This design comes from an exercise in tuning for small area, a short achievable clock period and few clock cycles per item on the open sky130 flow, not from production work. RTL that was checked went through simulation tests only; none was proved equivalent to the original. Power and IR drop assume default switching activity.

## wip/indigo
==> flow/design.v <==
module ook_dec_ohdec (
    input  wire [4:0]  wp1,
    output reg  [31:0] oh
);
    integer t;
    always @(*)
        for (t = 0; t < 32; t = t + 1)
            oh[t] = (wp1 == ((t + 1) % 32));
endmodule
module ook_dec_seldec (
    input  wire [3:0]  idx,
    input  wire [1:0]  b,
    output reg  [15:0] es,
    output reg  [3:0]  bs
);
    integer t;
    always @(*) begin
        for (t = 0; t < 16; t = t + 1) es[t] = (idx == t);
        for (t = 0; t < 4; t = t + 1)  bs[t] = (b == t);
    end
endmodule
module ook_dec_adv (
    input  wire ov,
    input  wire out_ready,
    output wire adv
);
    assign adv = !ov || out_ready;
endmodule
module ook_dec_advsel #(parameter integer W = 1) (
    input  wire         adv,
    input  wire [W-1:0] s1,
    input  wire [W-1:0] s0,
    output wire [W-1:0] y
);
    assign y = adv ? s1 : s0;
endmodule
module ook_dec_prio (
    input  wire [15:0] comp,
    output reg         chit,
    output reg  [3:0]  cidx
);
    integer t;
    always @(*) begin
        chit = |comp;
        cidx = 4'd0;
        for (t = 15; t >= 0; t = t - 1)
            if (comp[t]) cidx = t[3:0];
    end
endmodule
module ook_dec_vlmux (
    input  wire [47:0] vlcs,
    input  wire [15:0] es,
    output reg  [2:0]  vlc_o
);
    integer e;
    always @(*) begin
        vlc_o = 3'd0;
        for (e = 0; e < 16; e = e + 1)
            vlc_o = vlc_o | (vlcs[3*e +: 3] & {3{es[e]}});
    end
endmodule
module ook_dec (
    input  wire        clk,
    input  wire        rst,
    input  wire        dw_en,
    input  wire [3:0]  dw_idx,
    input  wire        dw_valid,
    input  wire [5:0]  dw_klen,
    input  wire [31:0] dw_key,
    input  wire [2:0]  dw_vlen,
    input  wire [31:0] dw_val,
    input  wire        in_valid,
    output wire        in_ready,
    input  wire        in_bit,
    input  wire        in_last,
    output wire        out_valid,
    input  wire        out_ready,
    output wire [1:0]  out_kind,
    output wire [7:0]  out_byte
);
    localparam integer NE = 16;
    localparam [1:0] K_BYTE = 2'd0, K_CLOSE = 2'd1, K_DONE = 2'd2;
    integer k;
    reg        rst_r;
    reg        dwr_en;
    reg [3:0]  dwr_idx;
    reg [2:0]  dwr_vlc;
    reg [4:0]  dwr_klen;
    reg [31:0] dwr_key;
    reg [31:0] dwr_val;
    always @(posedge clk) begin
        rst_r    <= rst;
        dwr_en   <= dw_en && !rst;
        dwr_idx  <= dw_idx;
        dwr_vlc  <= dw_valid ? dw_vlen : 3'b111;
        dwr_klen <= dw_klen[4:0];
        dwr_key  <= dw_key;
        dwr_val  <= dw_val;
    end
    reg [2:0]  d_vlc   [0:NE-1];
    reg [4:0]  d_klen  [0:NE-1];    
    reg [31:0] d_key   [0:NE-1];
    reg [31:0] d_val   [0:NE-1];
    always @(posedge clk) begin
        for (k = 0; k < NE; k = k + 1)
            if (dwr_en && dwr_idx == k) d_vlc[k] <= dwr_vlc;
            else if (rst_r)             d_vlc[k] <= 3'b111;
        if (dwr_en) begin
            d_klen[dwr_idx] <= dwr_klen;
            d_key[dwr_idx]  <= dwr_key;
            d_val[dwr_idx]  <= dwr_val;
        end
    end
    reg [NE-1:0] d_valid;
    always @(*)
        for (k = 0; k < NE; k = k + 1)
            d_valid[k] = !(d_vlc[k][2] && d_vlc[k][1:0] != 2'd0);
    reg        acc_r;      
    reg        bit_r, last_r;
    reg        rdy_r;
    assign in_ready = rdy_r;
    reg [31:0] sr;         
    reg [5:0]  n;          
    reg [5:0]  a;          
    reg [5:0]  wp1;        
    reg [NE-1:0] alv;      
    reg        bhit;       
    reg [3:0]  bidx;
    reg [5:0]  blen;
    reg        ended;      
    wire [31:0] oh;        
    ook_dec_ohdec u_oh (.wp1(wp1[4:0]), .oh(oh));
    reg [4:0]  q0, q1;     
    reg        qh, qt;
    reg [1:0]  qc;
    wire       qfull  = qc[1];
    wire       qempty = (qc == 2'd0);
    reg        ov;
    reg [1:0]  okind;
    reg [7:0]  obyte;
    reg [1:0]  bcnt;
    reg        topen;
    wire       adv_o, adv_s;                       
    ook_dec_adv u_adv_o (.ov(ov), .out_ready(out_ready), .adv(adv_o));
    ook_dec_adv u_adv_s (.ov(ov), .out_ready(out_ready), .adv(adv_s));
    wire       dshow = ov && okind == K_DONE;    
    wire a0    = (a == 6'd0);
    wire avail = !a0 || acc_r;
    wire [32:0] sr_x = {sr, bit_r};
    wire sbit  = sr_x[a];    
    wire fin   = ended ? (a == 6'd1) : (a0 && acc_r && last_r);
    reg [NE-1:0] m, comp, cont;
    always @(*) begin
        for (k = 0; k < NE; k = k + 1) begin
            m[k]    = d_valid[k] && alv[k] && ((|(d_key[k] & oh)) == sbit);
            comp[k] = m[k] && (d_klen[k] == wp1[4:0]);
            cont[k] = m[k] && (d_klen[k] != wp1[4:0]);
        end
    end
    wire       chit;
    wire [3:0] cidx;
    ook_dec_prio u_pr (.comp(comp), .chit(chit), .cidx(cidx));
    wire decide = avail && ((cont == {NE{1'b0}}) || fin);
    wire go     = avail && !(decide && qfull);
    wire push   = go && decide;
    wire       dhit = chit || bhit;
    wire [3:0] didx = chit ? cidx : bidx;
    wire [5:0] n_in = n + {5'd0, acc_r};
    wire [5:0] a_dec = a + {5'd0, acc_r} - 6'd1;
    wire [5:0] n_fb  = n_in - (bhit ? blen : 6'd1);
    wire [5:0] n_dec = chit ? a_dec : n_fb;
    always @(posedge clk) begin
        bit_r  <= in_bit;
        last_r <= in_last;
        if (acc_r) sr <= {sr[30:0], bit_r};
        acc_r <= in_valid && rdy_r && !rst;
        if (rst_r) begin
            rdy_r <= 1'b1;
            n     <= 6'd0;
            a     <= 6'd0;
            wp1   <= 6'd1;
            alv   <= {NE{1'b1}};
            bhit  <= 1'b0;
        end else begin
            rdy_r <= (n_in <= 6'd30) || (n_in == 6'd31 && !(in_valid && rdy_r));
            if (push) begin
                n    <= n_dec;
                a    <= n_dec;
                wp1  <= 6'd1;
                alv  <= {NE{1'b1}};
                bhit <= 1'b0;
            end else if (go) begin
                n    <= n_in;
                a    <= a_dec;
                wp1  <= wp1 + 6'd1;
                alv  <= cont;
                if (chit) begin
                    bhit <= 1'b1;
                    bidx <= cidx;
                    blen <= wp1;
                end
            end else begin
                n    <= n_in;
                a    <= a + {5'd0, acc_r};
            end
        end
    end
    assign out_valid = ov;
    assign out_kind  = okind;
    assign out_byte  = obyte;
    wire [4:0]  head = qh ? q1 : q0;
    wire        hhit = head[4];
    wire [3:0]  hidx = head[3:0];
    wire [15:0] es;
    wire [3:0]  bs;
    ook_dec_seldec u_sel (.idx(hidx), .b(bcnt), .es(es), .bs(bs));
    reg [47:0]  vlcs_f;
    always @(*)
        for (k = 0; k < NE; k = k + 1) vlcs_f[3*k +: 3] = d_vlc[k];
    wire [2:0]  hvl;
    ook_dec_vlmux u_vl (.vlcs(vlcs_f), .es(es), .vlc_o(hvl));
    reg [31:0] hval;
    reg [7:0]  hbyte;
    always @(*) begin
        hval = 32'd0;
        for (k = 0; k < NE; k = k + 1)
            hval = hval | (d_val[k] & {32{es[k]}});
        hbyte = (hval[7:0]   & {8{bs[0]}}) | (hval[15:8]  & {8{bs[1]}}) |
                (hval[23:16] & {8{bs[2]}}) | (hval[31:24] & {8{bs[3]}});
    end
    wire hlast = !hhit || hvl == 3'd0 || {1'b0, bcnt} + 3'd1 == hvl;
    wire dcond = ended && (n == 6'd0) && qempty && !dshow;
    reg        nv, npop, ntopen;
    reg [1:0]  nk, nb;
    always @(*) begin
        nv     = 1'b0;
        nk     = K_BYTE;
        nb     = bcnt;
        npop   = 1'b0;
        ntopen = topen && !dshow;
        if (!qempty) begin
            npop = hlast;
            if (hhit) begin
                if (hvl != 3'd0) begin
                    nv     = 1'b1;
                    ntopen = 1'b1;
                    nb     = hlast ? 2'd0 : bcnt + 2'd1;
                end
            end else begin
                nv     = topen;
                nk     = K_CLOSE;
                ntopen = 1'b0;
            end
        end else if (dcond) begin
            nv = 1'b1;
            nk = K_DONE;
        end
    end
    wire [1:0] qc_a = qc + {1'b0, push};
    wire [8:0] st1 = {nv, nb, ntopen, qh ^ npop, qc_a - {1'b0, npop},
                      (acc_r && last_r) || (ended && !dshow)};
    wire [8:0] st0 = {ov, bcnt, topen, qh, qc_a,
                      (acc_r && last_r) || ended};
    wire [8:0] stn;
    ook_dec_advsel #(.W(9)) u_st (.adv(adv_s), .s1(st1), .s0(st0), .y(stn));
    always @(posedge clk) begin
        if (push && !qt) q0 <= {dhit, didx};
        if (push &&  qt) q1 <= {dhit, didx};
        if (adv_o) begin
            okind <= nk;
            obyte <= hbyte;
        end
        if (rst || rst_r) begin
            qt    <= 1'b0;
            {ov, bcnt, topen, qh, qc, ended} <= 9'd0;
        end else begin
            if (push) qt <= ~qt;
            {ov, bcnt, topen, qh, qc, ended} <= stn;
        end
    end
endmodule
clock: 36.0 ns
lec_check: 0
cap_margin: 5
core_margin: 2
core_utilization: 60
cts_cluster_diameter: 100
cts_cluster_size: 24
slew_margin: 5
synth_hierarchical: 1
standard.sh (not shown) runs the stock make flow with config.mk's settings and CLKGATE_MAP_FILE= SYNTH_SCRIPT=/design/flow/synth_recipe.tcl, a recipe that flattens the netlist after the stock synthesis.
==> flow/flow/run.sh <==
#!/bin/bash
set -euo pipefail
export BUFFER_PORTS_ARGS="-buffer_cell sky130_fd_sc_hd__buf_2"
bash standard.sh > run_standard.log 2>&1
Input changes introduced in wip/maple (baseline for comparison: wip/indigo):
--- a/flow/design.v
+++ b/flow/design.v
@@ -30,37 +30,12 @@
     input  wire         adv,
     input  wire [W-1:0] s1,
     input  wire [W-1:0] s0,
     output wire [W-1:0] y
 );
     assign y = adv ? s1 : s0;
-endmodule
-module ook_dec_prio (
-    input  wire [15:0] comp,
-    output reg         chit,
-    output reg  [3:0]  cidx
-);
-    integer t;
-    always @(*) begin
-        chit = |comp;
-        cidx = 4'd0;
-        for (t = 15; t >= 0; t = t - 1)
-            if (comp[t]) cidx = t[3:0];
-    end
-endmodule
-module ook_dec_vlmux (
-    input  wire [47:0] vlcs,
-    input  wire [15:0] es,
-    output reg  [2:0]  vlc_o
-);
-    integer e;
-    always @(*) begin
-        vlc_o = 3'd0;
-        for (e = 0; e < 16; e = e + 1)
-            vlc_o = vlc_o | (vlcs[3*e +: 3] & {3{es[e]}});
-    end
 endmodule
 module ook_dec (
     input  wire        clk,
     input  wire        rst,
     input  wire        dw_en,
     input  wire [3:0]  dw_idx,
@@ -154,24 +129,26 @@
         for (k = 0; k < NE; k = k + 1) begin
             m[k]    = d_valid[k] && alv[k] && ((|(d_key[k] & oh)) == sbit);
             comp[k] = m[k] && (d_klen[k] == wp1[4:0]);
             cont[k] = m[k] && (d_klen[k] != wp1[4:0]);
         end
     end
-    wire       chit;
-    wire [3:0] cidx;
-    ook_dec_prio u_pr (.comp(comp), .chit(chit), .cidx(cidx));
+    reg [3:0] cidx;
+    always @(*) begin
+        cidx = 4'd0;
+        for (k = NE - 1; k >= 0; k = k - 1)
+            if (comp[k]) cidx = k[3:0];
+    end
+    wire chit = |comp;
     wire decide = avail && ((cont == {NE{1'b0}}) || fin);
     wire go     = avail && !(decide && qfull);
     wire push   = go && decide;
     wire       dhit = chit || bhit;
     wire [3:0] didx = chit ? cidx : bidx;
+    wire [5:0] dlen = chit ? wp1 : bhit ? blen : 6'd1;
     wire [5:0] n_in = n + {5'd0, acc_r};
-    wire [5:0] a_dec = a + {5'd0, acc_r} - 6'd1;
-    wire [5:0] n_fb  = n_in - (bhit ? blen : 6'd1);
-    wire [5:0] n_dec = chit ? a_dec : n_fb;
     always @(posedge clk) begin
         bit_r  <= in_bit;
         last_r <= in_last;
         if (acc_r) sr <= {sr[30:0], bit_r};
         acc_r <= in_valid && rdy_r && !rst;
         if (rst_r) begin
@@ -181,20 +158,20 @@
             wp1   <= 6'd1;
             alv   <= {NE{1'b1}};
             bhit  <= 1'b0;
         end else begin
             rdy_r <= (n_in <= 6'd30) || (n_in == 6'd31 && !(in_valid && rdy_r));
             if (push) begin
-                n    <= n_dec;
-                a    <= n_dec;
+                n    <= n_in - dlen;
+                a    <= n_in - dlen;
                 wp1  <= 6'd1;
                 alv  <= {NE{1'b1}};
                 bhit <= 1'b0;
             end else if (go) begin
                 n    <= n_in;
-                a    <= a_dec;
+                a    <= a + {5'd0, acc_r} - 6'd1;
                 wp1  <= wp1 + 6'd1;
                 alv  <= cont;
                 if (chit) begin
                     bhit <= 1'b1;
                     bidx <= cidx;
                     blen <= wp1;
@@ -208,20 +185,16 @@
     assign out_valid = ov;
     assign out_kind  = okind;
     assign out_byte  = obyte;
     wire [4:0]  head = qh ? q1 : q0;
     wire        hhit = head[4];
     wire [3:0]  hidx = head[3:0];
+    wire [2:0]  hvl  = d_vlc[hidx];
     wire [15:0] es;
     wire [3:0]  bs;
     ook_dec_seldec u_sel (.idx(hidx), .b(bcnt), .es(es), .bs(bs));
-    reg [47:0]  vlcs_f;
-    always @(*)
-        for (k = 0; k < NE; k = k + 1) vlcs_f[3*k +: 3] = d_vlc[k];
-    wire [2:0]  hvl;
-    ook_dec_vlmux u_vl (.vlcs(vlcs_f), .es(es), .vlc_o(hvl));
     reg [31:0] hval;
     reg [7:0]  hbyte;
     always @(*) begin
         hval = 32'd0;
         for (k = 0; k < NE; k = k + 1)
             hval = hval | (d_val[k] & {32{es[k]}});
==> comparison <==
wip/maple: no failed stages, no open violations at the end. Changes observed in wip/maple relative to wip/indigo: shortest clock period the worst path allows after layout +0.0032 ns, overall track demand over capacity in global routing +0.30 points, number of placed instances, taps included +180. The combinational cell fraction of total power in wip/maple was higher than what wip/indigo gave. Run comparison: wip/maple highest routed metal layer met5; wip/indigo highest routed metal layer met4. Diff wip/indigo -> wip/maple | post-route cell area | increase of about 1.3%. Relative to wip/indigo, highest ir drop seen on vdd increased by 35% in wip/maple. Re final cell count: wip/maple and wip/indigo aren't equal, and the lower value belongs to wip/indigo. wip/indigo → wip/maple: utilization down 0.39 points, site row count up 1. [compare] base=wip/indigo new=wip/maple: number of global-route vias before repair picked up an extra 2.7%; clock latency on the worst-skew pair comparable; share of the final layout cell area in sequential cells fell 0.94 points; area added between synthesis and finish fell by 0.48 points; placeable core area higher.
Testbench counts of wip/maple, summed over its fixed seeds: cycles 33,215, bits 32,818.
No functional check of the RTL was part of wip/indigo.

afterwards: timing with drivers on the ports:
How much do the figures lean on ideal ports? The routed layouts below were timed once more, with nothing changed but the port constraints. Step 1 sets driving cells, clkbuf_16 on the clock port and buf_2 on the other inputs (assumed; they add their load-dependent delay and slew). Step 2 also shifts input and output timing later by t, the mid clock arrival at the registers, as if the neighbouring blocks saw the same clock. Three values: ideal, step 1, step 2; two values: the first two.
run	shift t [ns]	setup slack, ns	hold slack, ns	worst setup path after step 2
wip/indigo	0.753	27.539 / 27.470 / 27.550	0.446 / 0.446 / 0.446	input to register
wip/maple	0.750	27.536 / 27.468 / 27.558	0.450 / 0.450 / 0.450	input to register
After both steps every run listed still meets setup and hold.
